What follows belongs to an exercise in optimizing a design on an open flow for small area; a production flow would make more cautious choices. Where RTL was checked, it was by simulation tests only, not by an equivalence proof against the original. For runs 5 and 6, only the layout was checked, not whether the RTL still works. Power figures rest on the tool's default switching activity, not on a simulated workload. The clock port is modelled as an ideal driver; clocking choices that lean on that would not hold on a real chip.

==> flow/config.mk <==
export PLATFORM = sky130hd
export DESIGN_NAME = gfig_rx
export DESIGN_NICKNAME = gfig_rx
export VERILOG_FILES = /design/flow/design.v
export SDC_FILE = /design/flow/constraint.sdc
export NUM_CORES = 4
export LEC_CHECK = 0
export CAP_MARGIN = 20
export CORE_MARGIN = 2
export CORE_UTILIZATION = 60
export SLEW_MARGIN = 20
==> flow/constraint.sdc <==
create_clock -name core_clock -period 14.0 [get_ports {clk}]
set_input_delay 2.8000 -clock core_clock [delete_from_list [all_inputs] [get_ports {clk}]]
set_output_delay 2.8000 -clock core_clock [all_outputs]
set_load 0.01 [all_outputs]
==> flow/design.v <==
module gfig_rx (
    input  wire         clk,
    input  wire         rst,         
    input  wire         in_valid,
    input  wire [7:0]   in_data,
    input  wire         in_last,
    output wire         in_ready,
    output reg          rep_valid,
    output reg  [2:0]   rep_code,
    output wire [279:0] rep_data
);
    localparam integer N = 35;               
    localparam [7:0] M0 = 8'hB2;
    localparam [7:0] M1 = 8'hA1;
    localparam [15:0] CRC_MAGIC = 16'hC0AB;  
    localparam [3:0] S_IDLE  = 4'd0;         
    localparam [3:0] S_LOOP  = 4'd1;         
    localparam [3:0] S_SCAN  = 4'd2;         
    localparam [3:0] S_MG    = 4'd3;         
    localparam [3:0] S_HDRV  = 4'd4;
    localparam [3:0] S_HDRT  = 4'd5;
    localparam [3:0] S_USTL  = 4'd6;         
    localparam [3:0] S_ABS   = 4'd7;         
    localparam [3:0] S_FDONE = 4'd8;         
    localparam [3:0] S_RWAIT = 4'd9;
    localparam [3:0] S_CLEAR = 4'd10;
    localparam [3:0] S_CHK   = 4'd11;
    reg [8*N-1:0] rr;        
    reg [8*N-1:0] pr;        
    reg [5:0] ph;            
    wire [5:0] ph_n = (ph == N-1) ? 6'd0 : ph + 6'd1;
    reg [3:0]  st;
    reg [5:0]  hd;           
    reg [5:0]  ln;           
    reg [5:0]  p0;           
    reg [5:0]  k;            
    reg [3:0]  inv;
    reg [15:0] crc;
    reg        ok;           
    reg        ce;           
    reg        cm;           
    reg        nz;           
    reg        mg;           
    reg        ux;           
    reg        pb;           
    reg        vb;           
    reg        mal;          
    reg        ini;          
    reg [1:0]  tp;
    function [15:0] crc_byte;
        input [15:0] c;
        input [7:0]  b;
        integer j;
        reg [15:0] r;
        begin
            r = c ^ {b, 8'h00};
            for (j = 0; j < 8; j = j + 1)
                r = r[15] ? ((r << 1) ^ 16'h1021) : (r << 1);
            crc_byte = r;
        end
    endfunction
    wire [6:0] tsum = {1'b0, hd} + {1'b0, ln};
    wire [5:0] tl = (tsum >= N) ? tsum - N : tsum[5:0];
    wire       empty = (ln == 6'd0);
    wire byp_st = (st == S_SCAN) || (st == S_ABS);
    wire acc = (st == S_IDLE) ||
               (!ce && st != S_RWAIT && st != S_CLEAR && st != S_CHK) ||
               (st == S_ABS && empty);
    assign in_ready = acc && (ph == tl) && (ln != N);
    wire take = in_valid && in_ready;
    wire [7:0] x = empty ? in_data : rr[8*N-1 -: 8];
    wire       rd = (ph == hd) && (!empty || take);
    wire [15:0] crc_nx = crc_byte(crc, x);
    reg [5:0] n2, n1, lastf;
    always @* begin
        case (tp)
            2'd1:    begin n2 = 6'd14; n1 = 6'd15; lastf = 6'd12; end
            2'd2:    begin n2 = 6'd62; n1 = 6'd63; lastf = 6'd38; end
            default: begin n2 = 6'd12; n1 = 6'd13; lastf = 6'd11; end
        endcase
    end
    wire rd_scan = (st == S_SCAN) && rd;
    wire rd_abs  = (st == S_ABS) && rd;
    wire rd_hdr  = ((st == S_HDRV) && (ph == hd)) || (st == S_HDRT);
    wire consume = rd_scan || rd_abs || rd_hdr;
    wire pwr = rd_abs && (k >= 6'd4) && (k <= lastf);
    wire [7:0] rr_in = take ? in_data : rr[8*N-1 -: 8];
    wire [7:0] pr_in = pwr ? x : (st == S_CLEAR) ? 8'h00 : pr[8*N-1 -: 8];
    genvar g;
    generate
        for (g = 0; g < N; g = g + 1) begin : g_rep
            assign rep_data[8*g +: 8] = pr[8*(N-1-g) +: 8];
        end
    endgenerate
    always @(posedge clk) begin
        rr <= {rr[8*N-9:0], rr_in};
        pr <= {pr[8*N-9:0], pr_in};
    end
    always @(posedge clk) begin
        if (rst) begin
            st        <= S_CLEAR;
            ini       <= 1'b1;
            mal       <= 1'b0;
            ph        <= 6'd0;
            p0        <= 6'd0;
            hd        <= 6'd0;
            ln        <= 6'd0;
            inv       <= 4'd0;
            ce        <= 1'b1;
            cm        <= 1'b0;
            nz        <= 1'b0;
            mg        <= 1'b0;
            ux        <= 1'b0;
            pb        <= 1'b0;
            rep_valid <= 1'b0;
            rep_code  <= 3'd0;
        end else begin
            ph        <= ph_n;
            rep_valid <= 1'b0;
            if (take)
                ce <= in_last;
            if (consume)
                hd <= ph_n;
            if (take && !consume)
                ln <= ln + 6'd1;
            else if (consume && !empty && !take)
                ln <= ln - 6'd1;
            case (st)
                S_IDLE: begin
                    if (take)
                        st <= S_LOOP;
                end
                S_LOOP: begin
                    if (nz || ln >= 6'd8 || (ux && ln >= 6'd5) || (mg && ln >= 6'd6)) begin
                        ux <= 1'b0;
                        if (mg) begin
                            st <= S_MG;
                        end else begin
                            if (!nz && !ux)
                                pb <= 1'b0;
                            st <= S_SCAN;
                        end
                    end else if (ce) begin
                        st <= S_IDLE;
                    end
                end
                S_SCAN: begin
                    if (rd) begin
                        pb <= (x == M0);
                        if (pb && x == M1) begin
                            nz  <= 1'b0;
                            mg  <= 1'b1;
                            crc <= CRC_MAGIC;
                            st  <= S_MG;
                        end
                    end else if (empty && ce) begin
                        nz <= 1'b1;
                        st <= S_IDLE;
                    end
                end
                S_MG: begin
                    if (ln >= 6'd2)
                        st <= S_HDRV;
                    else if (ce)
                        st <= S_IDLE;
                end
                S_HDRV: begin
                    if (ph == hd) begin
                        ok  <= (x == 8'h01);
                        vb  <= (x == M0);
                        crc <= crc_nx;
                        st  <= S_HDRT;
                    end
                end
                S_HDRT: begin
                    if (x == 8'h01 || x == 8'h02 || x == 8'h03) begin
                        crc <= crc_nx;
                        mg <= 1'b0;
                        cm <= 1'b1;
                        tp <= x[1:0];
                        k  <= 6'd4;
                        st <= S_ABS;
                    end else begin
                        mg  <= vb && (x == M1);
                        crc <= CRC_MAGIC;
                        pb  <= (x == M0);
                        ux <= 1'b1;
                        st <= S_USTL;
                    end
                end
                S_USTL: begin
                    if (ce) begin
                        inv       <= inv + 4'd1;
                        rep_valid <= 1'b1;
                        rep_code  <= 3'd4;
                        st        <= S_CHK;
                    end
                end
                S_ABS: begin
                    if (rd) begin
                        k <= k + 6'd1;
                        if (k == 6'd4)
                            p0 <= ph;
                        if (k < n2)
                            crc <= crc_nx;
                        else
                            ok <= ok && (x == ((k == n2) ? crc[7:0] : crc[15:8]));
                        if (k == n1) begin
                            cm <= 1'b0;
                            st <= S_FDONE;
                        end
                    end
                end
                S_FDONE: begin
                    if (ce)
                        st <= S_RWAIT;
                end
                S_RWAIT: begin
                    if (ph_n == p0) begin
                        if (ok) begin
                            inv       <= 4'd0;
                            rep_valid <= 1'b1;
                            rep_code  <= {1'b0, tp};
                            mal       <= 1'b0;
                        end else begin
                            inv <= inv + 4'd1;
                            mal <= 1'b1;
                        end
                        st <= S_CLEAR;
                    end
                end
                S_CLEAR: begin
                    if (ph_n == p0) begin
                        ini <= 1'b0;
                        if (ini) begin
                            st <= S_IDLE;
                        end else if (mal) begin
                            rep_valid <= 1'b1;
                            rep_code  <= 3'd5;
                            st        <= S_CHK;
                        end else begin
                            st <= S_LOOP;
                        end
                    end
                end
                S_CHK: begin
                    if (inv > 4'd10) begin
                        inv       <= 4'd0;
                        ln        <= 6'd0;
                        nz        <= 1'b0;
                        ux        <= 1'b0;
                        mg        <= 1'b0;
                        rep_valid <= 1'b1;
                        rep_code  <= 3'd6;
                        st        <= S_IDLE;
                    end else begin
                        st <= S_LOOP;
                    end
                end
                default: st <= S_IDLE;
            endcase
        end
    end
endmodule
==> flow/flow/run.sh <==
#!/bin/bash
# Standard ORFS layout with single-drive port buffers and a leaner clock tree.
set -euo pipefail
export BUFFER_PORTS_ARGS="-buffer_cell sky130_fd_sc_hd__buf_1"
export CTS_ARGS="-sink_clustering_enable -repair_clock_nets -dont_use_dummy_load -buf_list {sky130_fd_sc_hd__clkbuf_8} -sink_clustering_size 18 -sink_clustering_max_diameter 50"
bash standard.sh > run_standard.log 2>&1
==> flow/standard.sh <==
#!/bin/bash
# synth_recipe.tcl (not shown) runs the flow's synth.tcl, then flattens the netlist and writes it again
# the make line also repeats each setting of config.mk as NAME=value (left out here)
make -C /OpenROAD-flow-scripts/flow DESIGN_CONFIG=/design/flow/config.mk WORK_HOME=/design/flow/orfs CLKGATE_MAP_FILE= SYNTH_SCRIPT=/design/flow/synth_recipe.tcl "${@:-finish}"
==> metrics.yaml, run 1 <==
critical_path:
  cpPeakStageDelay_ns: 0.48
  regToRegSetupSlack_ns: 9.28
  crit_path_top_delay_cell: "dfxtp_1"
  r2r_start: "ln[0]$_SDFF_PP0_"
  timing.critical_path.cells: "ha_1 -> inv_1 -> fa_1 -> and2b_1 -> o22ai_2 -> xnor2_1 -> o41ai_2 -> or4b_1 -> o41a_2 -> nor4_1 -> buf_1"
  r2r_cells: 14
  timing.critical_path.required_ns: 11.20
  worst-setup-path-type: "reg2out"
  startpoint: "ln[0]$_SDFF_PP0_"
  cp-start-kind: "flop"
  worstSetupEndpoint: "in_ready"
  cp_data_arrival_time_ns: 3.89
  r2r_end: "pr[1]$_DFF_P_"
  end_kind: "output pin"
  path_max_fanout: 7
route:
  drt_iter0_markers: 612
  avgRoutedWirePerCell_um: 16.06
  postRouteAntennaNets: 0
  vias_per_cell: 5.065
  first_pass_iters: 5
  wirelength_um: 31050
  drc_errors: 0
  dr_total_vias: 9790
logic_synthesis:
  synth_area_leaders: "dfxtp_1, edfxtp_1, xnor2_1, mux2i_1, ha_1"
  async_flop_share_pct: 0
  ys_seq_elements: 629
  ys_seq_area_share_pct: 76.22
  synth-edff-count: 26
  yosys.area.top_type: "dfxtp_1"
  syn_avg_cell_area_um2: 13.64
  yosys.cell_types.count: 78
  synth.top_cell.area_share_pct: 71.59
  synth_ff_type: "dfxtp_1"
  netlist_instances: 1236
  synth_fp_nets: 1275
  synth.cell_area_mm2: 0.01686
  ys_warn_count: 1
power_and_ir_drop:
  clockPowerShare_pct: 25.1
  swShare_pct: 26.15
  p_int_mw: 2.330
  total_power_mw: 3.155
  combPwrFrac_pct: 14.4
  switchingPower_mw: 0.8251
  p_per_area_mw_per_mm2: 165.9
  power_leakage_nw: 7.296
  ir_drop_uv: 119.5
  pwr-share-seq_pct: 60.5
die:
  dieArea_mm2: 0.02946
  core_mm2: 0.02771
  fp-row-count: 61
  start_util_pct: 60.86
  die_x_um: 171.6
  pin_count: 297
  fp.dieH_um: 171.6
clock_network:
  cts_buffers: 47
  cts_tree: "done"
  worst_skew_pair.late_latency_ns: 0.59
  cts_buffer_depth: 3
  ctsHoldBuffers: 0
  clk_pin_slew_ns: 0.10
  post-cts-setup-buffers: 0
  numClockSinks: 629
  clockRootBuffer: "clkbuf_8"
  cts_resized: 0
  htree_levels: 2
run_status:
  outcome: "timing/DRC/antenna clean"
timing:
  worstMarginPinSlew_ns: 0.9249
  period_needed_ns: 6.687
  setup-violations-final: 0
  fmax_ghz: 0.1495
  holdWs_ns: 0.2798
  drv_slew: 0
  rsz0062_at_grt: "no"
  finalHoldViolations: 0
  slew_headroom_pct: 38.25
  period_share_pct: 47.76
  skew_ns: 0.1077
  setup_tns_ns: 0
grt:
  grt_max_degree: 46
  grt_overflow: 0
  track_usage_pct: 20.17
  grt_pass1_wl_um: 47090
  antenna_found_initial: 1
  grt_pass1_vias: 8994
layout:
  nets: 1596
  antenna_cells: 0
  fillerInstances: 2026
  drive_gt1_share_pct: 5.595
  regArea_mm2: 0.01285
  layoutNonFillerInstCount: 1933
  area_delta_synth_final_pct: 12.78
  multi_input_area_mm2: 0.003785
place:
  gp_congestion: 0.8643
  dpl.cell_count: 1886
  io_buffers: 296
  place.detailed.hpwl_um: 22000
flow_run:
  max_cap_viol_count: 0
hold_path:
  hold_path_class: "reg2reg"
[placed cells by master (no fill, tap or decap), types with 5 or more instances in the layout]
cell type,n
dfxtp_1,603
or3_1,11
or2_2,5
o21ai_0,27
xor2_1,18
nor2_1,66
and3_1,6
clkbuf_8,47
o21a_1,5
nor3_1,18
buf_4,9
nand2_1,60
nand3_1,24
buf_1,295
nand4_1,11
nor3b_1,7
and2_1,6
mux2i_1,34
nor2b_1,14
ha_1,26
nor4_1,12
mux2_2,10
a211oi_1,6
inv_1,19
a21oi_1,41
xnor2_1,44
o22ai_1,5
or4_1,6
nand2b_1,14
edfxtp_1,26
[final cells by class]
cell class	count	share of cell area [%]
timing repair buffer	305	6.205
clock buffer	47	3.402
tap	378	2.487
inverter	21	0.4145
sequential	629	67.59
multi-input combinational	553	19.90
[metal layers]
metal / wire [um] / global-route usage (%) / up-vias
met5: 13 / 0 / -
met3: 2298 / 4.901 / 43
met4: 538 / 5.748 / 2
li1: - / - / 4813
met2: 13870 / 31.66 / 342
met1: 14330 / 27.98 / 4590
[worst min-delay path by stage]
stage	to	cells past startpoint	start
5_1_grt	rr[96]$_DFF_P_	0	rr[88]$_DFF_P_
2_1_floorplan	rr[100]$_DFF_P_	0	rr[92]$_DFF_P_
3_5_place_dp	rr[176]$_DFF_P_	0	rr[168]$_DFF_P_
4_1_cts	rr[96]$_DFF_P_	0	rr[88]$_DFF_P_
6_report	rr[168]$_DFF_P_	0	rr[160]$_DFF_P_
3_3_place_gp	rr[106]$_DFF_P_	0	rr[98]$_DFF_P_
[state kept, by name, summed over array words and instances, names as in the netlist, 2 cells and up]
name and count:
k 6, hd 6, rr 280, rep_code 3, tp 2, st 4, pr 280, inv 4
ph 6, crc 16, ln 6, p0 6
[power by group through the flow]
stage	clock network, mW	registers [mW]	logic [mW]
floorplan	0	1.93	0.341
global placement	0	1.95	0.445
detailed placement	0	1.95	0.446
CTS	0.817	1.91	0.450
global route	0.878	1.92	0.497
finish	0.791	1.91	0.455
[Yosys cell counts (5+ instances only)]
| library cell | n |
|---|---|
| nand2_1 | 60 |
| nor2b_1 | 14 |
| xor2_1 | 18 |
| clkbuf_1 | 24 |
| xnor2_1 | 44 |
| nor2_1 | 66 |
| nor3_1 | 18 |
| ha_1 | 26 |
| or2_2 | 5 |
| o21a_1 | 5 |
| nor3b_1 | 7 |
| dfxtp_1 | 603 |
| nand2b_1 | 14 |
| and3_1 | 6 |
| or3_1 | 11 |
| o22ai_1 | 5 |
| or4_1 | 6 |
| o21ai_0 | 27 |
| edfxtp_1 | 26 |
| mux2_2 | 10 |
| mux2i_1 | 34 |
| nor4_1 | 12 |
| and2_1 | 6 |
| inv_1 | 19 |
| a211oi_1 | 8 |
| nand3_1 | 24 |
| a21oi_1 | 41 |
| nand4_1 | 11 |
[metrics by stage]
step	utilization (%)	instance area, um2	worst slack [ns]
after floorplan	-	16860	8.183
after global placement	66.28	18360	7.963
after detailed placement	66.28	18360	7.926
after CTS	68.62	19010	7.283
after global routing	68.64	19020	7.051
final	68.64	19020	7.313
[logic make-up (layout without fill, tap and decap cells)]
family / after synthesis / in the layout / synth area share, %
AOI/OAI and AO/OA: 143 / 143 / 5.759
adders and majority gates: 27 / 27 / 2.048
xor gates and xnor gates: 64 / 64 / 3.495
DFF: 629 / 629 / 76.22
buffers and inverters: 54 / 373 / 1.388
muxes: 44 / 44 / 2.686
and+or+nand+nor: 275 / 275 / 8.400
[critical path: cells and delay by family (launching register included)]
family	cells	cell delay, ns
flops	1	0.48
xor+xnor	1	0.21
buf+inv	2	0.25
fa+ha+maj	2	0.68
simple gates	3	1.01
compound gates	3	0.70
==> run 2, diff against run 1 <==
==> flow/flow/run.sh (replaced) <==
#!/bin/bash
# Standard ORFS layout with single-drive port buffers and a leaner clock tree.
set -euo pipefail
export BUFFER_PORTS_ARGS="-buffer_cell sky130_fd_sc_hd__buf_1"
export CTS_ARGS="-sink_clustering_enable -repair_clock_nets -dont_use_dummy_load -buf_list {sky130_fd_sc_hd__clkbuf_16} -sink_clustering_size 36 -sink_clustering_max_diameter 80"
bash standard.sh > run_standard.log 2>&1
--- a/flow/config.mk
+++ b/flow/config.mk
@@ -6,4 +6,5 @@
 export NUM_CORES = 4
 export LEC_CHECK = 0
+export ABC_AREA = 1
 export CAP_MARGIN = 20
 export CORE_MARGIN = 2
==> run 2 against run 1 <==
  * Clock-buffer cell count is 25 lower
  * Via count is 3.1% lower
  * Sequential share of layout area is 1.6 points higher
  * Highest routed layer is now met4
==> metrics.yaml, run 2 <==
hold_path:
  hold_path_class: "reg2reg"  # unchanged
  holdPathStages: 0  # unchanged
  holdCritStartpoint: "rr[22]$_DFF_P_"  # was rr[160]$_DFF_P_
timing:
  period_share_pct: 42.62  # was 47.76%
  setup_tns_ns: 0  # unchanged
  skew_ns: 0.06104  # was 0.1077 ns
  fmax_ghz: 0.1676  # was 0.1495 GHz
  period_needed_ns: 5.967  # was 6.687 ns
  finalHoldViolations: 0  # unchanged
  drv_slew: 0  # unchanged
  holdWs_ns: 0.2838  # was 0.2798 ns
  worstMarginPinSlew_ns: 1.089  # was 0.9249 ns
  rsz0062_at_grt: "no"  # unchanged
  slew_headroom_pct: 25.55  # was 38.25%
  setup-violations-final: 0  # unchanged
die:
  start_util_pct: 61.25  # was 60.86%
  fp.dieH_um: 170.1  # was 171.6 um
  die_x_um: 170.1  # was 171.6 um
  dieArea_mm2: 0.02894  # was 0.02946 mm2
  pin_count: 297  # unchanged
  fp-row-count: 60  # was 61
  core_mm2: 0.02703  # was 0.02771 mm2
grt:
  grt_pass1_vias: 8995  # was 8,994
  grt_overflow: 0  # unchanged
  grt_max_degree: 37  # was 46
  antenna_found_initial: 0  # was 1
  track_usage_pct: 20.67  # was 20.17%
  use_met1_pct: 26.86  # was 27.98%
  met2_usage_pct: 35.97  # was 31.66%
  grt_pass1_wl_um: 47400  # was 47,090 um
  met3_usage_pct: 3.605  # was 4.901%
  grt-busiest-layer: "met2"  # unchanged
logic_synthesis:
  yosys.area.top_type: "dfxtp_1"  # unchanged
  synth.cell_area_mm2: 0.01655  # was 0.01686 mm2
  ys_seq_area_share_pct: 77.64  # was 76.22%
  synth_ff_type: "dfxtp_1"  # unchanged
  yosys-top-cells-count: "dfxtp_1, nand2_1, inv_1"  # was dfxtp_1, nor2_1, nand2_1
  syn_avg_cell_area_um2: 12.38  # was 13.64 um2
  synth_most_common_cell: "dfxtp_1"  # unchanged
  netlist_instances: 1337  # was 1,236
  async_flop_share_pct: 0  # unchanged
  synth_fp_nets: 1376  # was 1,275
  synth-edff-count: 26  # unchanged
  yosys.cell_types.count: 54  # was 78
  ys_seq_elements: 629  # unchanged
  synth.top_cell.area_share_pct: 72.92  # was 71.59%
  ys_warn_count: 1  # unchanged
  synth_area_leaders: "dfxtp_1, edfxtp_1, nand2_1, inv_1, ha_1"  # was dfxtp_1, edfxtp_1, xnor2_1, mux2i_1, ha_1
route:
  avgRoutedWirePerCell_um: 15.59  # was 16.06 um
  first_pass_iters: 5  # unchanged
  dr_total_vias: 9486  # was 9,790
  postRouteAntennaNets: 0  # unchanged
  drt_iter0_markers: 465  # was 612
  drc_errors: 0  # unchanged
  wirelength_um: 30900  # was 31,050 um
  vias_per_cell: 4.786  # was 5.065
critical_path:
  cp_common_cell: "inv_1"
  worst-setup-path-type: "reg2out"  # unchanged
  end_kind: "output pin"  # unchanged
  timing.critical_path.cells: "ha_1 -> inv_1 -> fa_1 -> inv_1 -> ha_1 -> nor2_1 -> nand3_2 -> nand2_2 -> nand2_2 -> nand2_1 -> nand2_1 -> nand2_1 -> inv_1 -> nor2_2 -> nand3_1 -> inv_1 -> buf_1"  # was ha_1 -> inv_1 -> fa_1 -> and2b_1 -> o22ai_2 -> xnor2_1 -> o41ai_2 -> or4b_1 -> o41a_2 -> nor4_1 -> buf_1
  cp-start-kind: "flop"  # unchanged
  path_max_fanout: 11  # was 7
  startpoint: "ln[0]$_SDFF_PP0_"  # unchanged
  r2r_start: "ln[0]$_SDFF_PP0_"  # unchanged
  r2r_cells: 20  # was 14
  timing.critical_path.required_ns: 11.20  # about the same
  cp_data_arrival_time_ns: 3.17  # was 3.89 ns
  crit_path_top_delay_cell: "fa_1"  # was dfxtp_1
  cpPeakStageDelay_ns: 0.50  # was 0.48 ns
clock_network:
  cts_buffers: 22  # was 47
  numClockSinks: 629  # unchanged
  clk_pin_slew_ns: 0.12  # was 0.10 ns
  clockRootBuffer: "clkbuf_16"  # was clkbuf_8
  cts_tree: "done"  # unchanged
  worst_skew_pair.late_latency_ns: 0.56  # was 0.59 ns
  ctsHoldBuffers: 0  # unchanged
  htree_levels: 1  # was 2
  cts_buffer_depth: 3  # unchanged
  cts_resized: 0  # unchanged
  post-cts-setup-buffers: 0  # unchanged
power_and_ir_drop:
  total_power_mw: 3.169  # was 3.155 mW
  p_per_area_mw_per_mm2: 170.6  # was 165.9 mW/mm2
  power_leakage_nw: 7.682  # was 7.296 nW
  ir_drop_uv: 131.7  # was 119.5 uV
place:
  place.detailed.hpwl_um: 22460  # was 22,000 um
  place_area_mm2: 0.01802  # was 0.01836 mm2
  io_buffers: 296  # unchanged
  gp_congestion: 0.8711  # was 0.8643
layout:
  area_delta_synth_final_pct: 12.18  # was 12.78%
  nets: 1682  # was 1,596
  final_area_mm2: 0.01857  # was 0.01902 mm2
  antenna_cells: 0  # unchanged
  final_common_cell: "dfxtp_1"  # unchanged
  layout_common_cells: "dfxtp_1, buf_1, nand2_1, inv_1, nor2_1"  # was dfxtp_1, buf_1, nor2_1, nand2_1, clkbuf_8
  drive_gt1_share_pct: 3.534  # was 5.595%
  reg_top3: "pr (280), rr (280), crc (16)"  # unchanged
flow_run:
  max_cap_viol_count: 0  # unchanged
run_status:
  outcome: "timing/DRC/antenna clean"  # unchanged
==> run 2: changes by cell type in the layout (fill, tap and decap cells not counted), sizes merged, moves of 10 or more <==
| cell | delta |
|---|---|
| nor2b | -14 |
| mux2i | -34 |
| or3 | -11 |
| nor2 | +25 |
| o21ai | +32 |
| clkbuf | -26 |
| mux2 | -10 |
| xnor2 | -26 |
| nand2 | +109 |
| nand2b | -14 |
| inv | +114 |
| a21oi | -13 |
| nand3 | +41 |
==> run 2: final timing paths <==
check	to	slack (ns)
worst max-delay path	in_ready	8.03
worst min-delay path	rr[30]$_DFF_P_	0.28
worst max register to register	crc[2]$_DFFE_PP_	10.03
worst min register to register	rr[30]$_DFF_P_	0.28
==> run 2: worst max-delay path: cells and delay by family, from the launching register on <==
family                   cells  cell delay (ns)
adder cells (fa/ha/maj)      3             0.92
flip-flops                   1             0.43
buffers and inverters        5             0.36
AND/OR/NAND/NOR              9             0.92
==> run 2: where the power goes <==
| part | total, mW | switching, mW | internal [mW] |
|---|---|---|---|
| Combinational | 0.396 | 0.272 | 0.124 |
| Clock | 0.764 | 0.478 | 0.286 |
| Sequential | 2.01 | 0.0551 | 1.95 |
| Total | 3.17 | 0.805 | 2.36 |
==> run 2: stage by stage <==
step / setup WS, ns / util (%) / instances
CTS: 7.995 / 68.71 / 1982
finish: 8.033 / 68.71 / 1982
floorplan: 8.528 / - / 1337
detailed placement: 8.581 / 66.68 / 1960
global route: 7.671 / 68.71 / 1982
global placement: 8.470 / 66.65 / 1960
==> run 2: layout make-up <==
| class | instances | area (um2) |
|---|---|---|
| Timing Repair Buffer | 299 | 1134 |
| Inverter | 135 | 506.7 |
| Sequential cell | 629 | 12850 |
| Tap cell | 341 | 426.7 |
| Multi-Input combinational cell | 556 | 3100 |
| Clock buffer | 22 | 550.5 |
| Fill cell | 2058 | 8456 |
==> run 2: kinds of logic (layout without fill, tap and decap cells) <==
group,Yosys count,in the layout,share of synthesized area [%]
flip-flops,629,629,77.64
AND/OR/NAND/NOR,364,364,9.878
adder cells (fa/ha/maj),27,27,2.086
XOR/XNOR,44,44,2.328
AO/OA/AOI/OAI,121,121,4.369
buffers and inverters,152,456,3.703
==> run 2: metal layers <==
layer | wire [um] | vias up
met4 | 815 | 0
met3 | 1565 | 54
met1 | 13610 | 4390
li1 | - | 4815
met2 | 14910 | 227
met5 | 0 | -
==> run 3, diff against run 2 <==
==> flow/flow/run.sh (replaced) <==
#!/bin/bash
# Standard ORFS layout with single-drive port buffers and a leaner clock tree.
set -euo pipefail
export BUFFER_PORTS_ARGS="-buffer_cell sky130_fd_sc_hd__buf_1"
export CTS_ARGS="-sink_clustering_enable -repair_clock_nets -dont_use_dummy_load -buf_list {sky130_fd_sc_hd__clkbuf_4} -sink_clustering_size 10 -sink_clustering_max_diameter 40"
bash standard.sh > run_standard.log 2>&1
==> run 3 against run 2 <==
  * Sequential share of layout area decreased by 0.084 points
  * Non-clock buffer count stayed put
  * Clock-buffer cell count grew 54
  * Synthesized cell count unchanged
  * Register-to-register slack is essentially flat
  * Via count increased by 3.3%
  * Clock power decreased by 2%
  * Wire length up 0.21%
  * Die area unchanged
  * Utilization grew 0.083 points
  * Critical path type unchanged
  * Largest cell class unchanged
  * Largest power group unchanged
==> metrics.yaml, run 3 <==
logic_synthesis:
  ys_seq_area_share_pct: 77.64  # unchanged
  netlist_instances: 1337  # unchanged
  synth.cell_area_mm2: 0.01655  # unchanged
  synth_ff_type: "dfxtp_1"  # unchanged
  yosys-top-cells-count: "dfxtp_1, nand2_1, inv_1"  # unchanged
  synth_most_common_cell: "dfxtp_1"  # unchanged
  yosys.area.top_type: "dfxtp_1"  # unchanged
  synth.top_cell.area_share_pct: 72.92  # unchanged
  yosys.cell_types.count: 54  # unchanged
  ys_warn_count: 1  # unchanged
  synth-edff-count: 26  # unchanged
  async_flop_share_pct: 0  # unchanged
  syn_avg_cell_area_um2: 12.38  # unchanged
  ys_seq_elements: 629  # unchanged
  synth_area_leaders: "dfxtp_1, edfxtp_1, nand2_1, inv_1, ha_1"  # unchanged
  synth_fp_nets: 1376  # unchanged
clock_network:
  clk_pin_slew_ns: 0.10  # was 0.12 ns
  worst_skew_pair.late_latency_ns: 0.71  # was 0.56 ns
  post-cts-setup-buffers: 0  # unchanged
  cts_resized: 0  # unchanged
  numClockSinks: 629  # unchanged
  clockRootBuffer: "clkbuf_4"  # was clkbuf_16
  ctsHoldBuffers: 0  # unchanged
  cts_tree: "done"  # unchanged
  cts_buffers: 76  # was 22
  htree_levels: 3  # was 1
  cts_buffer_depth: 3  # unchanged
timing:
  period_needed_ns: 6.068  # was 5.967 ns
  fmax_ghz: 0.1648  # was 0.1676 GHz
  skew_ns: 0.1169  # was 0.06104 ns
  finalWorstSetupSlack_ns: 7.932  # was 8.033 ns
  setup-violations-final: 0  # unchanged
  finalHoldViolations: 0  # unchanged
  holdWs_ns: 0.2418  # was 0.2838 ns
  period_share_pct: 43.34  # was 42.62%
  worstMarginPinSlew_ns: 1.019  # was 1.089 ns
  rsz0062_at_grt: "no"  # unchanged
  slew_headroom_pct: 30.34  # was 25.55%
  drv_slew: 0  # unchanged
  setup_tns_ns: 0  # unchanged
place:
  place.detailed.hpwl_um: 22460  # unchanged
  pre_cts_ws_ns: 8.581  # unchanged
  io_buffers: 296  # unchanged
  gp_congestion: 0.8711  # unchanged
  dpl.cell_count: 1960  # unchanged
  place_area_mm2: 0.01802  # unchanged
grt:
  track_usage_pct: 21.24  # was 20.67%
  antenna_found_initial: 0  # unchanged
  grt_pass1_wl_um: 48110  # was 47,400 um
  grt_max_degree: 25  # was 37
  grt_pass1_vias: 9477  # was 8,995
  grt_overflow: 0  # unchanged
route:
  drt_iter0_markers: 452  # was 465
  avgRoutedWirePerCell_um: 15.20  # was 15.59 um
  dr_total_vias: 9799  # was 9,486
  vias_per_cell: 4.811  # was 4.786
  wirelength_um: 30960  # was 30,900 um
  postRouteAntennaNets: 0  # unchanged
  drc_errors: 0  # unchanged
  first_pass_iters: 5  # unchanged
hold_path:
  holdCritStartpoint: "rr[248]$_DFF_P_"  # was rr[22]$_DFF_P_
  hold_path_class: "reg2reg"  # unchanged
  holdPathStages: 0  # unchanged
layout:
  multi_input_area_mm2: 0.003100  # unchanged
  fillerInstances: 2088  # was 2,058
  drive_gt1_share_pct: 6.608  # was 3.534%
  final_area_mm2: 0.01859  # was 0.01857 mm2
  reg_top3: "pr (280), rr (280), crc (16)"  # unchanged
  area_delta_synth_final_pct: 12.31  # was 12.18%
  final_util_pct: 68.80  # was 68.71%
  regArea_mm2: 0.01285  # unchanged
  layout_common_cells: "dfxtp_1, buf_1, nand2_1, inv_1, nor2_1"  # unchanged
  final_common_cell: "dfxtp_1"  # unchanged
  layoutNonFillerInstCount: 2037  # was 1,982
  nets: 1736  # was 1,682
critical_path:
  path_max_fanout: 11  # unchanged
  startpoint: "ln[0]$_SDFF_PP0_"  # unchanged
  end_kind: "output pin"  # unchanged
  timing.critical_path.required_ns: 11.20  # about the same
  r2r_start: "ln[0]$_SDFF_PP0_"  # unchanged
  cp_data_arrival_time_ns: 3.27  # was 3.17 ns
  r2r_cells: 20  # unchanged
  worst-setup-path-type: "reg2out"  # unchanged
  cp-start-kind: "flop"  # unchanged
die:
  core_mm2: 0.02703  # unchanged
  pin_count: 297  # unchanged
  fp-row-count: 60  # unchanged
  die_x_um: 170.1  # unchanged
  dieArea_mm2: 0.02894  # unchanged
  fp.dieH_um: 170.1  # unchanged
  start_util_pct: 61.25  # unchanged
run_status:
  outcome: "timing/DRC/antenna clean"  # unchanged
flow_run:
  max_cap_viol_count: 0  # unchanged
power_and_ir_drop:
  ir_drop_uv: 114.1  # was 131.7 uV
  p_per_area_mw_per_mm2: 169.5  # was 170.6 mW/mm2
  power_leakage_nw: 7.760  # was 7.682 nW
  total_power_mw: 3.151  # was 3.169 mW
## run 3: cell counts after synthesis
No cell type changed its count.
## run 3: path summary, 6_finish.rpt
kind | endpoint | slack, ns
max | in_ready | 7.93
min | rr[256]$_DFF_P_ | 0.24
max reg2reg | crc[11]$_DFFE_PP_ | 10.04
min reg2reg | rr[256]$_DFF_P_ | 0.24
## run 3: area by class of cell
| type | instances | share of cell area, % |
|---|---|---|
| Sequential cell | 629 | 69.13 |
| Clock buffer | 76 | 3.069 |
| Tap cell | 341 | 2.295 |
| Timing Repair Buffer | 299 | 6.097 |
| Inverter | 135 | 2.725 |
| Antenna cell | 1 | 0.01346 |
| Multi-Input combinational cell | 556 | 16.68 |
## run 3: cells by family after synthesis
logic type / synth area share [%]
buffers and inverters: 3.703
flip-flops: 77.64
XOR/XNOR: 2.328
AO/OA/AOI/OAI: 4.369
adder cells (fa/ha/maj): 2.086
AND/OR/NAND/NOR: 9.878
## run 3: critical path, cell delays in order, from the launching register on
cell and delay, ns:
dfxtp_1 0.41, ha_1 0.22, inv_1 0.06, fa_1 0.50
inv_1 0.07, ha_1 0.20, nor2_1 0.13, nand3_2 0.09
nand2_2 0.10, nand2_2 0.15, nand2_1 0.11, nand2_1 0.05
nand2_1 0.05, inv_1 0.04, nor2_2 0.15, nand3_1 0.09
inv_1 0.05, buf_1 0.14
## run 3: power by group
group / switching, mW / total, mW / internal, mW
registers: 0.0539 / 2.01 / 1.95
clock network: 0.498 / 0.749 / 0.251
logic: 0.272 / 0.396 / 0.124
## run 3: per-layer routing
metal	part of all wire, %	track usage [%]	up-vias
met4	3.1	8.175	0
met5	0	0	-
met2	48	35.90	296
li1	-	-	4951
met1	42	26.26	4476
met3	6.5	5.395	76
==> run 4, diff against run 3 <==
==> flow/run.sh (new file) <==
#!/bin/bash
# synth_recipe.tcl (not shown) runs the flow's synth.tcl, then flattens the netlist and writes it again
# the make line also repeats each setting of config.mk as NAME=value (left out here)
make -C /OpenROAD-flow-scripts/flow DESIGN_CONFIG=/design/flow/config.mk WORK_HOME=/design/flow/orfs CLKGATE_MAP_FILE= SYNTH_SCRIPT=/design/flow/synth_recipe.tcl finish
--- a/flow/config.mk
+++ b/flow/config.mk
@@ -6,7 +6,6 @@
 export NUM_CORES = 4
 export LEC_CHECK = 0
-export ABC_AREA = 1
 export CAP_MARGIN = 20
 export CORE_MARGIN = 2
-export CORE_UTILIZATION = 60
+export CORE_UTILIZATION = 40
 export SLEW_MARGIN = 20
removed: flow/flow/run.sh
removed: flow/standard.sh
==> run 4 against run 3 <==
  * Utilization shrank 15 points
  * Global-route usage decreased by 5.0 points
  * Clock skew down 0.099 ns
  * Maximum frequency is 14% lower
  * Die area is 51% higher
  * Via count up 1.9%
  * Largest power group unchanged
  * First-iteration DRC count rose by 4.2%
  * Final cell count grew 5.7%
  * Largest cell class unchanged
==> metrics.yaml, run 4 <==
critical_path:
  crit_path_top_delay_cell: "clkdlybuf4s50_1"  # was fa_1
  r2r_end: "pr[1]$_DFF_P_"  # was crc[11]$_DFFE_PP_
  regToRegSetupSlack_ns: 9.29  # was 10.04 ns
  cp-start-kind: "flop"  # unchanged
  cpPeakStageDelay_ns: 0.58  # was 0.50 ns
  end_kind: "output pin"  # unchanged
  crit_buf_inv: 2  # was 5
  worst-setup-path-type: "reg2out"  # unchanged
  crit_family: "simple AND/OR/NAND/NOR gates"  # unchanged
  r2r_start: "ln[0]$_SDFF_PP0_"  # unchanged
  r2r_cells: 14  # was 20
  timing.critical_path.required_ns: 11.20  # about the same
  path_max_fanout: 7  # was 11
  cp_data_arrival_time_ns: 4.24  # was 3.27 ns
  timing.critical_path.cells: "ha_1 -> inv_1 -> fa_1 -> and2b_1 -> o22ai_2 -> xnor2_1 -> o41ai_2 -> or4b_1 -> o41a_2 -> nor4_1 -> clkdlybuf4s50_1"  # was ha_1 -> inv_1 -> fa_1 -> inv_1 -> ha_1 -> nor2_1 -> nand3_2 -> nand2_2 -> nand2_2 -> nand2_1 -> nand2_1 -> nand2_1 -> inv_1 -> nor2_2 -> nand3_1 -> inv_1 -> buf_1
route:
  drt_iter0_markers: 471  # was 452
  first_pass_iters: 5  # unchanged
  wirelength_um: 36230  # was 30,960 um
  postRouteAntennaNets: 0  # unchanged
  drc_errors: 0  # unchanged
  dr_total_vias: 9986  # was 9,799
  vias_per_cell: 4.636  # was 4.811
  avgRoutedWirePerCell_um: 16.82  # was 15.20 um
logic_synthesis:
  synth-edff-count: 26  # unchanged
  synth_most_common_cell: "dfxtp_1"  # unchanged
  yosys.area.top_type: "dfxtp_1"  # unchanged
  ys_seq_elements: 629  # unchanged
  synth_area_leaders: "dfxtp_1, edfxtp_1, xnor2_1, mux2i_1, ha_1"  # was dfxtp_1, edfxtp_1, nand2_1, inv_1, ha_1
  synth_ff_type: "dfxtp_1"  # unchanged
  yosys.cell_types.count: 78  # was 54
  yosys-top-cells-count: "dfxtp_1, nor2_1, nand2_1"  # was dfxtp_1, nand2_1, inv_1
  synth_fp_nets: 1275  # was 1,376
  ys_warn_count: 1  # unchanged
  synth.top_cell.area_share_pct: 71.59  # was 72.92%
  syn_avg_cell_area_um2: 13.64  # was 12.38 um2
  netlist_instances: 1236  # was 1,337
  ys_seq_area_share_pct: 76.22  # was 77.64%
  async_flop_share_pct: 0  # unchanged
  synth.cell_area_mm2: 0.01686  # was 0.01655 mm2
clock_network:
  numClockSinks: 629  # unchanged
  cts_tree: "done"  # unchanged
  cts_resized: 0  # unchanged
  cts_buffers: 58  # was 76
  worst_skew_pair.late_latency_ns: 0.59  # was 0.71 ns
  post-cts-setup-buffers: 0  # unchanged
  htree_levels: 2  # was 3
  clk_pin_slew_ns: 0.06  # was 0.10 ns
  ctsHoldBuffers: 0  # unchanged
  cts_buffer_depth: 3  # unchanged
  clockRootBuffer: "clkbuf_16"  # was clkbuf_4
layout:
  nets: 1607  # was 1,736
  drive_gt1_share_pct: 8.235  # was 6.608%
  antenna_cells: 0  # was 1
  area_delta_synth_final_pct: 33.05  # was 12.31%
  layoutNonFillerInstCount: 2154  # was 2,037
  final_common_cell: "dfxtp_1"  # unchanged
  layout_common_cells: "dfxtp_1, clkdlybuf4s50_1, nor2_1, nand2_1, clkbuf_16"  # was dfxtp_1, buf_1, nand2_1, inv_1, nor2_1
  reg_top3: "pr (280), rr (280), crc (16)"  # unchanged
grt:
  grt_pass1_vias: 9672  # was 9,477
  track_usage_pct: 16.21  # was 21.24%
  grt_pass1_wl_um: 55570  # was 48,110 um
  grt_overflow: 0  # unchanged
  antenna_found_initial: 2  # was 0
  grt_max_degree: 46  # was 25
timing:
  drv_slew: 0  # unchanged
  fmax_ghz: 0.1419  # was 0.1648 GHz
  skew_ns: 0.01805  # was 0.1169 ns
  holdWs_ns: 0.3214  # was 0.2418 ns
  finalHoldViolations: 0  # unchanged
  worstMarginPinSlew_ns: 0.9084  # was 1.019 ns
  period_needed_ns: 7.045  # was 6.068 ns
  setup-violations-final: 0  # unchanged
  setup_tns_ns: 0  # unchanged
  period_share_pct: 50.32  # was 43.34%
  slew_headroom_pct: 39.38  # was 30.34%
  rsz0062_at_grt: "no"  # unchanged
hold_path:
  holdCritStartpoint: "rr[36]$_DFF_P_"  # was rr[248]$_DFF_P_
  hold-path-endpoint: "rr[44]$_DFF_P_"  # was rr[256]$_DFF_P_
  holdPathStages: 0  # unchanged
  hold_path_class: "reg2reg"  # unchanged
flow_run:
  max_cap_viol_count: 0  # unchanged
place:
  place.detailed.hpwl_um: 26050  # was 22,460 um
  dpl.cell_count: 2046  # was 1,960
  gp_congestion: 0.8664  # was 0.8711
  io_buffers: 296  # unchanged
die:
  die_x_um: 209.3  # was 170.1 um
  core_mm2: 0.04176  # was 0.02703 mm2
  fp.dieH_um: 209.3  # was 170.1 um
  start_util_pct: 40.38  # was 61.25%
  dieArea_mm2: 0.04381  # was 0.02894 mm2
  fp-row-count: 75  # was 60
  pin_count: 297  # unchanged
power_and_ir_drop:
  ir_drop_uv: 106.3  # was 114.1 uV
  p_per_area_mw_per_mm2: 178.4  # was 169.5 mW/mm2
  power_leakage_nw: 8.609  # was 7.760 nW
run_status:
  outcome: "timing/DRC/antenna clean"  # unchanged
[run 4: cell types whose count changed after synthesis, sizes merged, moves of 13 or more]
cell / change
inv: -114
nand2: -109
nand3: -41
mux2i: +34
o21ai: -32
xnor2: +26
nor2: -25
clkbuf: +16
nand2b: +14
nor2b: +14
a21oi: +13
[run 4: kinds of logic after synthesis]
kind of cell / synth area share (%)
DFF: 76.22
and+or+nand+nor: 8.400
adders and majority gates: 2.048
xor gates and xnor gates: 3.495
AOI/OAI and AO/OA: 5.759
buffers and inverters: 1.388
muxes: 2.686
[run 4: worst max path at each step]
stage | start | to | slack, ns | cells after the start
final | ln[0]$_SDFF_PP0_ | in_ready | 6.96 | 11
after global routing | ln[1]$_SDFF_PP0_ | in_ready | 6.72 | 10
after CTS | st[1]$_SDFFE_PP1P_ | in_ready | 6.83 | 8
after detailed placement | st[1]$_SDFFE_PP1P_ | in_ready | 7.50 | 8
after global placement | ln[0]$_SDFF_PP0_ | in_ready | 7.57 | 11
after floorplan | ln[0]$_SDFF_PP0_ | in_ready | 8.18 | 10
[run 4: per-stage QoR]
stage / setup WS, ns / utilization [%] / power, mW / area, um2
final: 6.955 / 53.72 / 4.001 / 22430
after global routing: 6.721 / 53.72 / 4.167 / 22430
after CTS: 6.830 / 53.70 / 4.047 / 22420
after detailed placement: 7.503 / 48.87 / 2.424 / 20410
after global placement: 7.574 / 48.87 / 2.426 / 20410
after floorplan: 8.183 / - / 2.274 / 16860
[run 4: power by group]
part           total (mW)  internal, mW  switching [mW]
logic               0.477         0.185           0.292
clock network        1.61         0.971           0.641
registers            1.91          1.87          0.0458
total                4.00          3.02           0.979
[run 4: layout make-up]
class / count / area (um2)
multi-input cells: 553 / 3785
well taps: 539 / 674.4
clock inverters: 19 / 270.3
repair buffers: 305 / 3028
clock buffers: 88 / 1745
fillers: 3459 / 19320
inverters: 21 / 78.83
flip-flops and latches: 629 / 12850
[run 4: layer usage]
metal / up-vias / global-route usage [%] / routed length, um
met5: - / 0 / 30
met4: 4 / 4.975 / 628
met3: 47 / 4.624 / 2658
met2: 318 / 28.05 / 17610
met1: 4720 / 19.57 / 15300
li1: 4897 / - / -
==> run 5, diff against run 4 <==
--- a/flow/design.v
+++ b/flow/design.v
@@ -39,5 +39,4 @@
     reg        ok;           
     reg        ce;           
-    reg        cm;           
     reg        nz;           
     reg        mg;           
@@ -46,6 +45,5 @@
     reg        vb;           
     reg        mal;          
-    reg        ini;          
-    reg [1:0]  tp;
+    reg [1:0]  tp;           
     function [15:0] crc_byte;
         input [15:0] c;
@@ -100,5 +98,5 @@
         if (rst) begin
             st        <= S_CLEAR;
-            ini       <= 1'b1;
+            tp        <= 2'd0;
             mal       <= 1'b0;
             ph        <= 6'd0;
@@ -108,5 +106,4 @@
             inv       <= 4'd0;
             ce        <= 1'b1;
-            cm        <= 1'b0;
             nz        <= 1'b0;
             mg        <= 1'b0;
@@ -177,5 +174,4 @@
                         crc <= crc_nx;
                         mg <= 1'b0;
-                        cm <= 1'b1;
                         tp <= x[1:0];
                         k  <= 6'd4;
@@ -206,8 +202,6 @@
                         else
                             ok <= ok && (x == ((k == n2) ? crc[7:0] : crc[15:8]));
-                        if (k == n1) begin
-                            cm <= 1'b0;
+                        if (k == n1)
                             st <= S_FDONE;
-                        end
                     end
                 end
@@ -232,6 +226,5 @@
                 S_CLEAR: begin
                     if (ph_n == p0) begin
-                        ini <= 1'b0;
-                        if (ini) begin
+                        if (tp == 2'd0) begin
                             st <= S_IDLE;
                         end else if (mal) begin
==> flow/flow/run.sh (new file) <==
#!/bin/bash
# Standard ORFS layout with single-drive port buffers and a leaner clock tree.
set -euo pipefail
export BUFFER_PORTS_ARGS="-buffer_cell sky130_fd_sc_hd__buf_1"
export CTS_ARGS="-sink_clustering_enable -repair_clock_nets -dont_use_dummy_load -buf_list {sky130_fd_sc_hd__clkbuf_4} -sink_clustering_size 13 -sink_clustering_max_diameter 35"
bash standard.sh > run_standard.log 2>&1
==> flow/standard.sh (new file) <==
#!/bin/bash
# synth_recipe.tcl (not shown) runs the flow's synth.tcl, then flattens the netlist and writes it again
# the make line also repeats each setting of config.mk as NAME=value (left out here)
make -C /OpenROAD-flow-scripts/flow DESIGN_CONFIG=/design/flow/config.mk WORK_HOME=/design/flow/orfs CLKGATE_MAP_FILE= SYNTH_SCRIPT=/design/flow/synth_recipe.tcl "${@:-finish}"
--- a/flow/config.mk
+++ b/flow/config.mk
@@ -6,6 +6,7 @@
 export NUM_CORES = 4
 export LEC_CHECK = 0
+export ABC_AREA = 1
 export CAP_MARGIN = 20
 export CORE_MARGIN = 2
-export CORE_UTILIZATION = 40
+export CORE_UTILIZATION = 60
 export SLEW_MARGIN = 20
removed: flow/run.sh
==> run 5 against run 4 <==
  * Still clean on timing, DRC and antenna
  * Clock-buffer cell count shrank 18
  * Synthesized cell count grew 5.7%
  * Setup slack gained 0.99 ns
  * Die area shrank 34%
  * Non-clock buffer count shrank 6
  * Sequential power is essentially flat
  * First-iteration DRC count shrank 2.1%
  * Clock power shrank 55%
  * Highest routed layer is now met4
==> metrics.yaml, run 5 <==
layout:
  nets: 1701  # was 1,607
  layout_common_cells: "dfxtp_1, buf_1, nand2_1, inv_1, nor2_1"  # was dfxtp_1, clkdlybuf4s50_1, nor2_1, nand2_1, clkbuf_16
  area_delta_synth_final_pct: 12.15  # was 33.05%
  reg_top3: "pr (280), rr (280), crc (16)"  # unchanged
  drive_gt1_share_pct: 7.470  # was 8.235%
  final_common_cell: "dfxtp_1"  # unchanged
  fillerInstances: 2085  # was 3,459
  antenna_cells: 0  # unchanged
critical_path:
  timing.critical_path.required_ns: 11.20  # about the same
  startpoint: "ln[0]$_SDFF_PP0_"  # unchanged
  cpPeakStageDelay_ns: 0.50  # was 0.58 ns
  end_kind: "output pin"  # unchanged
  worst-setup-path-type: "reg2out"  # unchanged
  r2r_start: "ln[0]$_SDFF_PP0_"  # unchanged
  r2r_cells: 20  # was 14
  cp_data_arrival_time_ns: 3.26  # was 4.24 ns
  cp_num_cells: 17  # was 11
  crit_buf_inv: 4  # was 2
  regToRegSetupSlack_ns: 10.03  # was 9.29 ns
  worstSetupEndpoint: "in_ready"  # unchanged
  timing.critical_path.cells: "ha_1 -> inv_1 -> fa_1 -> inv_1 -> ha_1 -> nor2_1 -> nand3_2 -> nand2_2 -> nand2_2 -> nand2_2 -> nand2_1 -> nor2_1 -> nand2_1 -> nor2_4 -> nand2_1 -> inv_1 -> buf_1"  # was ha_1 -> inv_1 -> fa_1 -> and2b_1 -> o22ai_2 -> xnor2_1 -> o41ai_2 -> or4b_1 -> o41a_2 -> nor4_1 -> clkdlybuf4s50_1
  r2r_end: "k[3]$_SDFFCE_PN0P_"  # was pr[1]$_DFF_P_
  crit_family: "adder cells"  # was simple AND/OR/NAND/NOR gates
  cp-start-kind: "flop"  # unchanged
  crit_path_top_delay_cell: "fa_1"  # was clkdlybuf4s50_1
  path_max_fanout: 12  # was 7
clock_network:
  clockRootBuffer: "clkbuf_4"  # was clkbuf_16
  numClockSinks: 628  # was 629
  cts_buffer_depth: 3  # unchanged
  cts_buffers: 70  # was 58
  htree_levels: 3  # was 2
  cts_tree: "done"  # unchanged
  post-cts-setup-buffers: 0  # unchanged
  ctsHoldBuffers: 0  # unchanged
  clk_pin_slew_ns: 0.12  # was 0.06 ns
  cts_resized: 0  # unchanged
  worst_skew_pair.late_latency_ns: 0.68  # was 0.59 ns
die:
  die_x_um: 169.8  # was 209.3 um
  dieArea_mm2: 0.02885  # was 0.04381 mm2
  pin_count: 297  # unchanged
  fp.dieH_um: 169.8  # was 209.3 um
  core_mm2: 0.02695  # was 0.04176 mm2
  fp-row-count: 60  # was 75
  start_util_pct: 61.23  # was 40.38%
grt:
  grt_pass1_vias: 9494  # was 9,672
  grt_overflow: 0  # unchanged
  grt_pass1_wl_um: 49000  # was 55,570 um
  antenna_found_initial: 0  # was 2
  grt_max_degree: 24  # was 46
  track_usage_pct: 21.66  # was 16.21%
timing:
  skew_ns: 0.1001  # was 0.01805 ns
  finalWorstSetupSlack_ns: 7.943  # was 6.955 ns
  fmax_ghz: 0.1651  # was 0.1419 GHz
  period_share_pct: 43.27  # was 50.32%
  setup_tns_ns: 0  # unchanged
  slew_headroom_pct: 39.95  # was 39.38%
  period_needed_ns: 6.057  # was 7.045 ns
  worstMarginPinSlew_ns: 0.8781  # was 0.9084 ns
  finalHoldViolations: 0  # unchanged
  setup-violations-final: 0  # unchanged
  rsz0062_at_grt: "no"  # unchanged
  drv_slew: 0  # unchanged
power_and_ir_drop:
  switchingPower_mw: 0.8918  # was 0.9795 mW
  p_per_area_mw_per_mm2: 172.2  # was 178.4 mW/mm2
  clockPowerShare_pct: 22.7  # was 40.3%
  pwr-share-seq_pct: 60.8  # was 47.8%
  ir_drop_uv: 112.3  # was 106.3 uV
  swShare_pct: 27.98  # was 24.48%
  p_int_mw: 2.296  # was 3.022 mW
  combPwrFrac_pct: 16.5  # was 11.9%
  power_leakage_nw: 7.562  # was 8.609 nW
logic_synthesis:
  ys_seq_elements: 628  # was 629
  synth_most_common_cell: "dfxtp_1"  # unchanged
  yosys-top-cells-count: "dfxtp_1, nand2_1, inv_1"  # was dfxtp_1, nor2_1, nand2_1
  netlist_instances: 1306  # was 1,236
  yosys.cell_types.count: 54  # was 78
  yosys.area.top_type: "dfxtp_1"  # unchanged
  ys_seq_area_share_pct: 77.63  # was 76.22%
  synth_fp_nets: 1345  # was 1,275
  synth-edff-count: 24  # was 26
  synth_ff_type: "dfxtp_1"  # unchanged
  syn_avg_cell_area_um2: 12.64  # was 13.64 um2
  ys_warn_count: 1  # unchanged
  synth_area_leaders: "dfxtp_1, edfxtp_1, nand2_1, inv_1, ha_1"  # was dfxtp_1, edfxtp_1, xnor2_1, mux2i_1, ha_1
  synth.top_cell.area_share_pct: 73.27  # was 71.59%
  async_flop_share_pct: 0  # unchanged
  synth.cell_area_mm2: 0.01650  # was 0.01686 mm2
route:
  wirelength_um: 31590  # was 36,230 um
  first_pass_iters: 5  # unchanged
  drc_errors: 0  # unchanged
  drt_iter0_markers: 461  # was 471
  avgRoutedWirePerCell_um: 15.79  # was 16.82 um
  vias_per_cell: 4.884  # was 4.636
  dr_total_vias: 9773  # was 9,986
  postRouteAntennaNets: 0  # unchanged
place:
  pre_cts_ws_ns: 8.552  # was 7.503 ns
  io_buffers: 296  # unchanged
  place.detailed.hpwl_um: 22930  # was 26,050 um
  gp_congestion: 0.9079  # was 0.8664
hold_path:
  hold_path_class: "reg2reg"  # unchanged
  holdCritStartpoint: "rr[12]$_DFF_P_"  # was rr[36]$_DFF_P_
run_status:
  outcome: "timing/DRC/antenna clean"  # unchanged
flow_run:
  max_cap_viol_count: 0  # unchanged
[run 5: cell types whose count changed in the layout (fill, tap and decap cells not counted), moves of 39 or more]
cell / before / now
clkdlybuf4s50_1: 296 / 0
nand2_1: 60 / 134
clkbuf_4: 0 / 70
inv_1: 19 / 114
buf_1: 0 / 296
clkbuf_16: 59 / 0
nand3_1: 24 / 63
[run 5: worst min path at each step]
stage                 endpoint  slack, ns  cells past startpoint
2_1_floorplan  rr[100]$_DFF_P_       0.31                      0
3_3_place_gp   rr[157]$_DFF_P_       0.31                      0
3_5_place_dp   rr[105]$_DFF_P_       0.31                      0
4_1_cts        rr[215]$_DFF_P_       0.28                      0
5_1_grt         rr[20]$_DFF_P_       0.28                      0
6_report        rr[20]$_DFF_P_       0.28                      0
[run 5: cell families after synthesis]
kind of cell	count (synthesis)	synth area share (%)
flops	628	77.63
fa+ha+maj	27	2.092
buf+inv	131	3.192
xor+xnor	49	2.600
compound gates	129	4.716
mux	2	0.1213
simple gates	340	9.644
[run 5: final cells by class]
class	count	area (um2)	area share (%)
sequential	628	12810	69.22
multi-input combinational	547	3176	17.16
timing repair buffer	299	1134	6.125
clock buffer	70	525.5	2.839
inverter	116	435.4	2.352
tap	341	426.7	2.305
[run 5: worst register-to-register path, cell delays in order, from the launching register on]
cell	delay, ns
dfxtp_1	0.44
ha_1	0.24
inv_1	0.06
fa_1	0.50
inv_1	0.08
ha_1	0.21
nor2_1	0.14
nand3_2	0.09
nand2_2	0.08
nand2_2	0.15
nand2_2	0.09
nand2_1	0.04
nor2_1	0.10
nand2_1	0.09
nor2_4	0.11
nand3_4	0.23
nand2_4	0.17
nand2_4	0.08
nand2_2	0.14
nand2_1	0.07
nor4_2	0.56
[run 5: through the flow]
stage | power (mW) | hold slack [ns] | util [%] | area, um2 | std cells
CTS | 3.218 | 0.2818 | 68.65 | 18500 | 2001
floorplan | 2.385 | 0.3096 | - | 16500 | 1306
detailed placement | 2.500 | 0.3121 | 66.70 | 17980 | 1931
global route | 3.366 | 0.2781 | 68.68 | 18510 | 2001
global placement | 2.494 | 0.3096 | 66.70 | 17980 | 1931
finish | 3.188 | 0.2825 | 68.68 | 18510 | 2001
[run 5: power by group through the flow]
stage / combinational, mW / clock, mW / sequential [mW]
after global placement: 0.517 / 0 / 1.98
final: 0.527 / 0.723 / 1.94
after floorplan: 0.426 / 0 / 1.96
after global routing: 0.595 / 0.823 / 1.95
after CTS: 0.527 / 0.753 / 1.94
after detailed placement: 0.523 / 0 / 1.98
[run 5: routing by layer]
metal | track usage (%) | vias up | share of wire (%)
met3 | 4.767 | 66 | 5.5
met4 | 8.436 | 0 | 2.9
met2 | 36.89 | 295 | 49
met1 | 27.07 | 4529 | 43
met5 | 0 | - | 0
li1 | - | 4883 | -
==> run 6, diff against run 5 <==
==> flow/flow/run.sh (replaced) <==
#!/bin/bash
# Standard ORFS layout with single-drive port buffers and a leaner clock tree.
set -euo pipefail
export BUFFER_PORTS_ARGS="-buffer_cell sky130_fd_sc_hd__buf_1"
export CTS_ARGS="-sink_clustering_enable -repair_clock_nets -dont_use_dummy_load -buf_list {sky130_fd_sc_hd__clkbuf_2} -sink_clustering_size 6 -sink_clustering_max_diameter 25"
bash standard.sh > run_standard.log 2>&1
--- a/flow/config.mk
+++ b/flow/config.mk
@@ -9,4 +9,4 @@
 export CAP_MARGIN = 20
 export CORE_MARGIN = 2
-export CORE_UTILIZATION = 60
+export CORE_UTILIZATION = 70
 export SLEW_MARGIN = 20
==> run 6 against run 5 <==
  * Largest power group unchanged
  * Final area increased by 0.28%
  * Sequential share of layout area decreased by 0.20 points
  * Still clean
  * Synthesized area is the same
  * Highest routed layer unchanged
  * Global-route usage rose by 4.8 points
  * Die area is 14% lower
  * Critical path depth did not move
  * Synthesized cell count did not move
  * Utilization grew 11 points
==> metrics.yaml, run 6 <==
timing:
  drv_slew: 0  # unchanged
  fmax_ghz: 0.1611  # was 0.1651 GHz
  skew_ns: 0.1677  # was 0.1001 ns
  rsz0062_at_grt: "no"  # unchanged
  period_needed_ns: 6.208  # was 6.057 ns
  setup-violations-final: 0  # unchanged
  holdWs_ns: 0.2337  # was 0.2825 ns
  finalHoldViolations: 0  # unchanged
  period_share_pct: 44.34  # was 43.27%
  setup_tns_ns: 0  # unchanged
  slew_headroom_pct: 28.87  # was 39.95%
  worstMarginPinSlew_ns: 1.040  # was 0.8781 ns
grt:
  grt_pass1_wl_um: 50690  # was 49,000 um
  grt_overflow: 0  # unchanged
  track_usage_pct: 26.43  # was 21.66%
  grt_max_degree: 24  # unchanged
  antenna_found_initial: 1  # was 0
  grt_pass1_vias: 10132  # was 9,494
layout:
  layout_common_cells: "dfxtp_1, buf_1, nand2_1, clkbuf_2, inv_1"  # was dfxtp_1, buf_1, nand2_1, inv_1, nor2_1
  final_common_cell: "dfxtp_1"  # unchanged
  drive_gt1_share_pct: 10.17  # was 7.470%
  reg_top3: "pr (280), rr (280), crc (16)"  # unchanged
  final_util_pct: 79.55  # was 68.68%
  area_delta_synth_final_pct: 12.47  # was 12.15%
  fillerInstances: 1406  # was 2,085
  nets: 1752  # was 1,701
route:
  postRouteAntennaNets: 0  # unchanged
  drc_errors: 0  # unchanged
  avgRoutedWirePerCell_um: 16.44  # was 15.79 um
  vias_per_cell: 4.981  # was 4.884
  first_pass_iters: 6  # was 5
  dr_total_vias: 10116  # was 9,773
  drt_iter0_markers: 675  # was 461
  wirelength_um: 33390  # was 31,590 um
die:
  die_x_um: 157.5  # was 169.8 um
  start_util_pct: 70.73  # was 61.23%
  fp-row-count: 56  # was 60
  pin_count: 297  # unchanged
  dieArea_mm2: 0.02482  # was 0.02885 mm2
  core_mm2: 0.02333  # was 0.02695 mm2
  fp.dieH_um: 157.5  # was 169.8 um
power_and_ir_drop:
  clockPowerShare_pct: 23.5  # was 22.7%
  ir_drop_uv: 124.8  # was 112.3 uV
  combPwrFrac_pct: 16.6  # was 16.5%
  switchingPower_mw: 0.9517  # was 0.8918 mW
  pwr-share-seq_pct: 59.9  # was 60.8%
  swShare_pct: 29.38  # was 27.98%
  p_int_mw: 2.288  # was 2.296 mW
  power_leakage_nw: 7.745  # was 7.562 nW
  p_per_area_mw_per_mm2: 174.5  # was 172.2 mW/mm2
critical_path:
  path_max_fanout: 12  # unchanged
  crit_path_top_delay_cell: "fa_1"  # unchanged
  crit_family: "simple AND/OR/NAND/NOR gates"  # was adder cells
  timing.critical_path.cells: "ha_1 -> inv_1 -> fa_1 -> inv_1 -> ha_1 -> nor2_1 -> nand3_2 -> nand2_2 -> nand2_2 -> nand2_2 -> nand2_1 -> nor2_1 -> nand2_1 -> nor2_4 -> nand2_1 -> inv_1 -> buf_1"  # unchanged
  cp-start-kind: "flop"  # unchanged
  cpPeakStageDelay_ns: 0.50  # about the same
  worst-setup-path-type: "reg2out"  # unchanged
  timing.critical_path.required_ns: 11.20  # about the same
  end_kind: "output pin"  # unchanged
  cp_data_arrival_time_ns: 3.41  # was 3.26 ns
  crit_buf_inv: 4  # unchanged
place:
  io_buffers: 296  # unchanged
  gp_congestion: 0.8971  # was 0.9079
  place.detailed.hpwl_um: 24250  # was 22,930 um
logic_synthesis:
  synth_most_common_cell: "dfxtp_1"  # unchanged
  yosys.area.top_type: "dfxtp_1"  # unchanged
  netlist_instances: 1306  # unchanged
  synth.top_cell.area_share_pct: 73.27  # unchanged
  ys_seq_elements: 628  # unchanged
  async_flop_share_pct: 0  # unchanged
  yosys-top-cells-count: "dfxtp_1, nand2_1, inv_1"  # unchanged
  ys_warn_count: 1  # unchanged
  synth.cell_area_mm2: 0.01650  # unchanged
  ys_seq_area_share_pct: 77.63  # unchanged
  synth_fp_nets: 1345  # unchanged
  syn_avg_cell_area_um2: 12.64  # unchanged
  synth_ff_type: "dfxtp_1"  # unchanged
  synth_area_leaders: "dfxtp_1, edfxtp_1, nand2_1, inv_1, ha_1"  # unchanged
  yosys.cell_types.count: 54  # unchanged
  synth-edff-count: 24  # unchanged
clock_network:
  cts_buffer_depth: 3  # unchanged
  numClockSinks: 628  # unchanged
  cts_buffers: 121  # was 70
  ctsHoldBuffers: 0  # unchanged
  clockRootBuffer: "clkbuf_2"  # was clkbuf_4
  clk_pin_slew_ns: 0.11  # was 0.12 ns
  post-cts-setup-buffers: 0  # unchanged
  htree_levels: 3  # unchanged
  cts_resized: 0  # unchanged
  cts_tree: "done"  # unchanged
  worst_skew_pair.late_latency_ns: 0.93  # was 0.68 ns
flow_run:
  max_cap_viol_count: 0  # unchanged
hold_path:
  hold_path_class: "reg2reg"  # unchanged
run_status:
  outcome: "timing/DRC/antenna clean"  # unchanged
run 6: cell counts after synthesis:
No cell type changed its count.
run 6: final timing paths:
kind | from | to | slack (ns) | depth (start not counted)
worst max-delay path | ln[0]$_SDFF_PP0_ | in_ready | 7.79 | 17
worst min-delay path | pr[239]$_DFF_P_ | pr[247]$_DFF_P_ | 0.23 | 0
worst min register to register | pr[239]$_DFF_P_ | pr[247]$_DFF_P_ | 0.23 | 0
worst max register to register | ln[0]$_SDFF_PP0_ | crc[15]$_DFFE_PP_ | 9.91 | 20
run 6: metrics by stage:
stage | std cells | instance area (um2) | total power [mW] | setup slack, ns
finish | 2031 | 18560 | 3.239 | 7.792
global route | 2031 | 18560 | 3.408 | 7.484
CTS | 2030 | 18560 | 3.260 | 7.670
detailed placement | 1909 | 17950 | 2.504 | 8.615
global placement | 1908 | 17940 | 2.482 | 8.582
floorplan | 1306 | 16500 | 2.385 | 8.629
run 6: logic make-up after synthesis:
kind of cell | share of synthesized area, %
and+or+nand+nor | 9.644
muxes | 0.1213
DFF | 77.63
xor gates and xnor gates | 2.600
buffers and inverters | 3.192
AOI/OAI and AO/OA | 4.716
adders and majority gates | 2.092
run 6: power by group through the flow:
stage                     clock network (mW)  logic (mW)  registers [mW]
final                                  0.763       0.537            1.94
after global routing                   0.862       0.597            1.95
after CTS                              0.788       0.531            1.94
after detailed placement                   0       0.524            1.98
after global placement                     0       0.506            1.98
after floorplan                            0       0.426            1.96
run 6: layer usage:
layer	vias up	global-route usage (%)	part of all wire [%]
li1	4986	-	-
met1	4643	31.64	41
met2	402	44.04	49
met3	85	8.232	7.1
met4	0	11.82	3.8
met5	-	0	0
run 6: cell type report:
type	instances	area (um2)	area share, %
Sequential cell	628	12810	69.03
Multi-Input combinational cell	547	3176	17.11
Timing Repair Buffer	299	1131	6.094
Clock buffer	121	605.6	3.263
Inverter	116	435.4	2.346
Tap cell	319	399.1	2.150
Antenna cell	1	2.502	0.01348
run 6: worst reg2reg max path, stage by stage, from the launching register on:
cell	delay (ns)
dfxtp_1	0.42
ha_1	0.22
inv_1	0.06
fa_1	0.50
inv_1	0.07
ha_1	0.21
nor2_1	0.14
nand3_2	0.09
nand2_2	0.09
nand2_2	0.14
nand2_1	0.10
nand2_1	0.05
nand2_1	0.05
nand2_1	0.06
nor2_2	0.16
nand3_4	0.25
nand2_4	0.16
nand2_4	0.08
nand2_2	0.14
nand3_1	0.14
nor3_4	0.63

-- port drivers added, routing unchanged --
The flow's constraints put no driver on any port. The routed layouts listed below were extracted and timed again, unchanged, in two steps. Step 1, drivers: a clkbuf_16 drives clk and a buf_2 each remaining input, both assumed. Step 2 adds t to the input delays and takes it off the output delays; t is the mean of the earliest and latest rising clock arrival at the registers after step 1. Input paths then give back, and output paths get back, about the clock's delay inside the block. Slacks: no drivers / after step 1 / after step 2; pairs: no drivers / after step 1.
run	shift t [ns]	setup slack, ns	pins driven straight from the clock port
run 1	0.586	7.313 / 7.268 / 7.854	1
run 2	0.566	8.033 / 7.996 / 8.562	1
run 3	0.683	7.932 / 7.901 / 8.584	1
run 4	0.631	6.955 / 6.905 / 7.536	1
run 5	0.674	7.943 / 7.911 / 8.585	1
run 6	0.885	7.792 / 7.763 / 8.649	1
After both steps every run listed still meets setup and hold.
